This is an optimization exercise on Yosys and OpenROAD, whose aim is small area and few clock cycles, not a production implementation.
Only simulation tests tie the RTL to the original design; equivalence was not proved.
Power and IR drop assume default switching activity. The flow treats the clock pin as an ideal source, which a real chip does not have.

== the previous run ==
Design jtag_acc, start of the top module:
module jtag_acc (
    input  wire        clk,
    input  wire        rst,
    input  wire        cmd_valid,
    output wire        cmd_ready,
    input  wire [31:0] cmd_word,
    output wire        rsp_valid,
    output wire [2:0]  rsp_status,
    output wire        tx_valid,
    input  wire        tx_ready,
    output wire [7:0]  tx_data,
    input  wire        rx_valid,
    output wire        rx_ready,
    input  wire [7:0]  rx_data,
    input  wire        link_err,
    output wire        busy,
    output reg         err,
    output reg  [1:0]  err_kind,
    output reg         sess_open,
    output wire [31:0] nbits,
    output reg         diag_valid,
    output reg  [5:0]  diag_index,
    output reg  [7:0]  diag_obs,
    output reg  [7:0]  diag_mask,
    output reg  [7:0]  diag_exp
);
export LEC_CHECK = 0
export CAP_MARGIN = 20
export CORE_MARGIN = 2
export CORE_UTILIZATION = 40
export SLEW_MARGIN = 20
create_clock -name core_clock -period 10.0 [get_ports {clk}]
standard.sh (not shown) runs the stock make flow with config.mk's settings and CLKGATE_MAP_FILE= SYNTH_SCRIPT=/design/flow/synth_recipe.tcl, a recipe that flattens the netlist after the stock synthesis.
==> flow/flow/run.sh <==
#!/bin/bash
export BUFFER_PORTS_ARGS="-buffer_cell sky130_fd_sc_hd__buf_1"
export CTS_ARGS="-sink_clustering_enable -repair_clock_nets -sink_clustering_size 30 -sink_clustering_max_diameter 100 -dont_use_dummy_load"
bash standard.sh > standard.log 2>&1
Testbench counts of the previous run, summed over its fixed seeds: cycles 56,830.
Modified inputs, the current run compared to the previous run
--- a/flow/design.v
+++ b/flow/design.v
@@ -50,20 +50,21 @@
     localparam [2:0] P_TXE  = 3'd7;    
     reg [CAP_BITS-1:0] rg_tms;      
     reg [CAP_BITS-1:0] rg_tdi;
     reg [CAP_BITS-1:0] rg_exp;
     reg [CAP_BITS-1:0] rg_mask;
     reg [4:0]  rot;                 
     reg [7:0]  s_tms, s_tdi, s_exp, s_mask;    
     reg        pv;      
-    reg [4:0]  pidx;    
     reg        f_act;                           
     reg [2:0]  f_cnt;
-    reg [4:0]  f_lo;    
+    reg [4:0]  f_lo;
+    reg [5:0]  f_hi;
+    reg        f_tms;
     reg [2:0]  ph;
     reg [8:0]  n;           
     reg [4:0]  idx;         
     reg [2:0]  status;
     reg [15:0] wp;          
     reg [8:0]  wl;
     reg        wtms;
     reg        in_wait;     
@@ -79,36 +80,37 @@
         endcase
     end
     wire cmd_in   = (ph == P_IDLE) || (ph == P_RSP);
     wire accept   = cmd_valid && cmd_in;
     wire legal_go = accept && !illegal && (sess_open || op == OP_SETUP);
     wire rec_go   = legal_go && op == OP_RECORD && !err;
     wire n_zero   = (n == 9'd0);
     wire [4:0] cb     = n[7:3];
-    wire [4:0] pv_off = pidx - rot - 5'd1;
+    wire [4:0] cb_m1  = cb - 5'd1;
+    wire [4:0] pv_off = cb_m1 - rot - 5'd1;
     wire       pv_inj = pv && (pv_off[2:0] == 3'd0);
     wire       pend   = pv || f_act;
     wire [7:0] lo_m   = (8'd1 << n[2:0]) - 8'd1;
     integer s, b;
     reg [4:0] arr;
     reg [7:0] im;
     always @(posedge clk) begin
         for (s = 0; s < CAP_BYTES; s = s + 1) begin
             arr = s[4:0] + rot + 5'd1;        
-            im  = ((arr == cb) ? lo_m : 8'd0) | ((pv && arr == pidx) ? ~lo_m : 8'd0);
+            im  = ((arr == cb) ? lo_m : 8'd0) | ((pv && arr == cb_m1) ? ~lo_m : 8'd0);
             if (s % 8 == 0 && im != 8'd0) begin
                 for (b = 0; b < 8; b = b + 1) begin
                     rg_tms[s*8+b]  <= im[b] ? s_tms[b]  : rg_tms[((s+1)%CAP_BYTES)*8+b];
                     rg_tdi[s*8+b]  <= im[b] ? s_tdi[b]  : rg_tdi[((s+1)%CAP_BYTES)*8+b];
                     rg_exp[s*8+b]  <= im[b] ? s_exp[b]  : rg_exp[((s+1)%CAP_BYTES)*8+b];
                     rg_mask[s*8+b] <= im[b] ? s_mask[b] : rg_mask[((s+1)%CAP_BYTES)*8+b];
                 end
-            end else if (s % 8 == 0 && f_act && arr >= f_lo) begin
-                rg_tms[s*8 +: 8]  <= {8{wtms}};
+            end else if (s % 8 == 0 && f_act && arr >= f_lo && {1'b0, arr} < f_hi) begin
+                rg_tms[s*8 +: 8]  <= {8{f_tms}};
                 rg_tdi[s*8 +: 8]  <= 8'd0;
                 rg_exp[s*8 +: 8]  <= 8'd0;
                 rg_mask[s*8 +: 8] <= 8'd0;
             end else begin
                 rg_tms[s*8 +: 8]  <= rg_tms[((s+1)%CAP_BYTES)*8 +: 8];
                 rg_tdi[s*8 +: 8]  <= rg_tdi[((s+1)%CAP_BYTES)*8 +: 8];
                 rg_exp[s*8 +: 8]  <= rg_exp[((s+1)%CAP_BYTES)*8 +: 8];
                 rg_mask[s*8 +: 8] <= rg_mask[((s+1)%CAP_BYTES)*8 +: 8];
@@ -122,17 +124,17 @@
     wire       w_b    = !w_a && !e_here;
     reg  [7:0] w_mask;
     integer j;
     always @(*) begin
         for (j = 0; j < 8; j = j + 1)
             w_mask[j] = (j >= n[2:0]) && (!e_here || j < wl[2:0]);
     end
     wire [5:0]  b_end   = e_far ? 6'd32 : {1'b0, wl[7:3]};
-    wire        w_stall = w_b ? f_act : (pv && !pv_inj);
+    wire        w_stall = (pv && !pv_inj) || (w_b && f_act);
     wire [8:0]  w_n     = w_b ? {b_end, 3'd0}
                         : e_here ? wl : {n[8:3] + 6'd1, 3'd0};
     wire        w_done  = !e_far && (w_n == wl);
     wire       in_w    = (ph == P_WAIT) && !w_b && !w_stall;
     wire       wr_en   = rec_go || in_w;
     wire [7:0] wr_bits = in_w ? w_mask : (8'd1 << n[2:0]);
     wire       d_tms   = in_w ? wtms : cmd_word[0];
     wire       d_tdi   = !in_w && cmd_word[1];
@@ -211,18 +213,16 @@
             diag_obs   <= 8'd0;
             diag_mask  <= 8'd0;
             diag_exp   <= 8'd0;
             pv         <= 1'b0;
             f_act      <= 1'b0;
             tx_v       <= 1'b0;
         end else begin
             if (wr_fill)
-                pidx <= cb;
-            if (wr_fill)
                 pv <= 1'b1;
             else if (pv_inj)
                 pv <= 1'b0;
             if (f_act) begin
                 f_cnt <= f_cnt + 3'd1;
                 if (f_cnt == 3'd7)
                     f_act <= 1'b0;
             end
@@ -305,16 +305,18 @@
                 P_WAIT: begin
                     idx <= 5'd0;
                     if (!w_stall) begin
                         n    <= w_n;
                         if (w_b) begin
                             f_act <= 1'b1;
                             f_cnt <= 3'd0;
                             f_lo  <= n[7:3];
+                            f_hi  <= b_end;
+                            f_tms <= wtms;
                         end
                         if (w_n[8]) begin
                             begin ph <= P_HDR; tx_r <= 8'h73; tx_v <= 1'b1; idx <= 5'd1; end                
                         end else if (w_done) begin
                             in_wait <= 1'b0;            
                             begin ph <= P_HDR; tx_r <= 8'h73; tx_v <= 1'b1; idx <= 5'd1; end
                         end
                     end
Notes after the runs:
- As far as fraction of synthesis flops using an asynchronous set or reset pin is concerned, the previous run and the current run perform about the same.
- Diff the previous run and the current run: final cell count lower in the current run
- Fraction of area in multi-input gates: the current run vs the previous run down 0.75 points
- The final reports for the current run and the previous run show post-route fraction of the period consumed by the critical path higher in the former.
- Any difference in sequential power between the current run and the previous run is small enough to ignore.
- Summary of the current run over the previous run: final area shrank by 470 µm²; wire length on met2 fell by 3.5%.
- Sequential element share of the synthesized area: the current run vs the previous run up 1.1 points
- The current run vs. the previous run: via count now sits lower; worst hold-check slack did not really move.
Testbench counts of the current run, summed over its fixed seeds: cycles 56,990.

[separate check: timing with driven ports]
Ports are ideal in the flow. The routed layouts listed here were re-timed in OpenROAD.
Step 1 sets driving cells, clkbuf_16 on the clock port and buf_2 on the other inputs (assumed; they add their load-dependent delay and slew).
Step 2 moves the port delays by t, midway between the first and last clock arrival at a register: inputs arrive t later, outputs are due t later. That takes back most of the time a late clock gives input paths.
Slacks: ideal ports / drivers / drivers and shift; pairs: ideal ports / drivers.
| run | t, ns | setup slack, ns | worst setup path after step 2 | pins driven straight from the clock port |
|---|---|---|---|---|
| the previous run | 0.678 | 2.685 / 2.685 / 2.685 | register to register | 1 |
| the current run | 0.668 | 2.622 / 2.622 / 2.622 | register to register | 1 |
After both steps every run listed still meets setup and hold.
